Source: an optimization exercise on an open RTL-to-GDS flow (aim: small area and a short achievable clock period). Production flows keep margins and buffers that such runs may drop. RTL that was checked went through simulation tests only; none was proved equivalent to the original. Power figures rest on the tool's default switching activity, not on a simulated workload.

==> run F <==
Design ava_core, start of the top module:
module ava_core (
    input  wire        clk,
    input  wire        rst,           
    input  wire [15:0] prog_len,      
    output wire [15:0] prog_addr,     
    input  wire [7:0]  prog_data,     
    output reg  [31:0] stk_w_data,
    output reg         stk_w_valid,
    input  wire        stk_w_ready,
    input  wire [31:0] stk_r_data,
    input  wire        stk_r_valid,
    output reg         stk_r_ready,
    output reg  [7:0]  out_data,
    output reg         out_valid,
    input  wire        out_ready,
    output wire        halt,
    output wire        fault,
    output wire [2:0]  cause,
    output wire        push_lost,
    output wire        out_lost
);
make LEC_CHECK=0 CAP_MARGIN=20 CORE_MARGIN=2 CORE_UTILIZATION=55 SLEW_MARGIN=20 finish   # period 10.0 ns
run.sh (not shown) runs the stock make flow with config.mk's settings and CLKGATE_MAP_FILE= SYNTH_SCRIPT=/design/flow/synth_recipe.tcl, a recipe that flattens the netlist after the stock synthesis.
==> inputs of run M, as changes to run F <==
--- a/flow/design.v
+++ b/flow/design.v
@@ -395,17 +395,27 @@
     assign cs_x[28] = s28_91;
     assign cs_y[28] = k27_90;
     assign cs_x[29] = h29_19;
     assign cs_y[29] = k28_91;
     assign cs_x[30] = ~pp7[16];
     assign cs_y[30] = g29_19;
     assign cs_x[31] = 1'b1;
     assign cs_y[31] = 1'b0;
-    wire [31:0] alu_result = csx + csy;
+    reg  [31:0] ks_p, ks_g, alu_result;
+    integer ki;
+    always @(*) begin
+        ks_p = csx;
+        ks_g = csy;
+        for (ki = 1; ki < 32; ki = ki * 2) begin
+            ks_g = ks_g | (ks_p & (ks_g << ki));
+            ks_p = ks_p & ((ks_p << ki) | ((32'd1 << ki) - 32'd1));
+        end
+        alu_result = csx ^ {ks_g[30:0], 1'b0};
+    end
     reg [31:0] slot_rd;
     always @(*) begin
         case (fb1[1:0])
             2'd0: slot_rd = slot0;
             2'd1: slot_rd = slot1;
             2'd2: slot_rd = slot2;
             default: slot_rd = slot3;
         endcase
@@ -419,18 +429,18 @@
             stk_w_data = {16'd0, fb, fb1};
         else if (s_pv3)
             stk_w_data = slot_rd;
         else
             stk_w_data = alu_result;
     end
     wire at_end = ({pc[15:1], pc[0] | s_init} == prog_len);
     always @(posedge clk) begin
-        csx <= cs_x;
-        csy <= cs_y;
+        csx <= cs_x ^ cs_y;
+        csy <= cs_x & cs_y;
         fb1[7:2] <= fb[7:2];
         if (!(s_letw || s_pv2))
             fb1[1:0] <= fb[1:0];
         if (s_alu1)
             opb <= stk_r_data[15:0];
         if (s_dec)
             op_mul <= fb[0];
     end
==> flow/flow/run.sh (new file) <==
#!/bin/bash
# The standard layout, with plain buffers (not delay cells) on the ports.
set -euo pipefail
export BUFFER_PORTS_ARGS="-buffer_cell sky130_fd_sc_hd__buf_2"
bash standard.sh finish > standard_flow.log 2>&1
==> flow/standard.sh (new file) <==
#!/bin/bash
# synth_recipe.tcl (not shown) runs the flow's synth.tcl, then flattens the netlist and writes it again
# the make line also repeats each setting of config.mk as NAME=value (left out here)
make -C /OpenROAD-flow-scripts/flow DESIGN_CONFIG=/design/flow/config.mk WORK_HOME=/design/flow/orfs CLKGATE_MAP_FILE= SYNTH_SCRIPT=/design/flow/synth_recipe.tcl "${@:-finish}"
==> flow/config.mk (replaced) <==
export PLATFORM = sky130hd
export DESIGN_NAME = ava_core
export DESIGN_NICKNAME = ava_core
export VERILOG_FILES = /design/flow/design.v
export SDC_FILE = /design/flow/constraint.sdc
export NUM_CORES = 4
export LEC_CHECK = 0
export CAP_MARGIN = 20
export CORE_MARGIN = 2
export CORE_UTILIZATION = 55
export SETUP_SLACK_MARGIN = 4.7
export SLEW_MARGIN = 20
removed: flow/run.sh
==> run notes <==
|  | run F | run M |
|---|---|---|
| Routed length on met3 | 4020 µm | 3660 µm |
| Largest stage delay on the critical path | 0.65 ns | 0.44 ns |
| R2R depth | 10 | 13 |
| Post-synthesis xor/xnor area fraction | 8.60% | 8.70% |
| Placed wire-length estimate after detailed placement | 31,800 µm | 31,400 µm |
| Internal cell power | 3580 µW | 3380 µW |
| Combinational share of power | 62.5% | 59.8% |
| Post-layout min period | 6.55 ns | 5.25 ns |
| Mapped cell area | 16,200 µm² | 16,200 µm² |
| Multi-input gate share of total cell area | 48.1% | 50.5% |
| Inverters, non-clock | 116 | 127 |
| Run status | finished clean | finished clean |
| Synthesized-area fraction occupied by and/or/nand/nor cells | 9.52% | 9.48% |
| Met2 GRT Util | 48.5% | 47.3% |
| Number of setup buffers added after CTS | 0 | 1 |
| First-pass GRT wire length | 71,500 µm | 70,300 µm |
| Overall die width | 176 µm | 176 µm |
Function not checked in run F: the RTL went through the layout flow alone.

## static timing again, ports no longer ideal
The results above use ideal ports. As a check the final layouts listed here were re-extracted and re-timed, cells and wires unchanged.
Step 1, drivers: a clkbuf_16 drives clk and a buf_2 each remaining input, both assumed.
Step 2 adds t to the input delays and takes it off the output delays; t is the mean of the earliest and latest rising clock arrival at the registers after step 1. Input paths then give back, and output paths get back, about the clock's delay inside the block.
a / b / c = ideal / step 1 / step 2; a / b = the first two.
| run | t, ns | setup WS [ns] | worst setup path at the end | worst register clock-pin slew, ns |
|---|---|---|---|---|
| run F | 0.601 | 3.447 / 3.427 / 3.427 | input to output | 0.07 / 0.07 |
| run M | 0.595 | 4.748 / 4.725 / 4.599 | input to register | 0.07 / 0.07 |
After both steps setup and hold are still met in every run listed. For run M, which loses most, drivers alone change the setup slack by -0.023 ns; drivers and shift together by -0.149 ns.
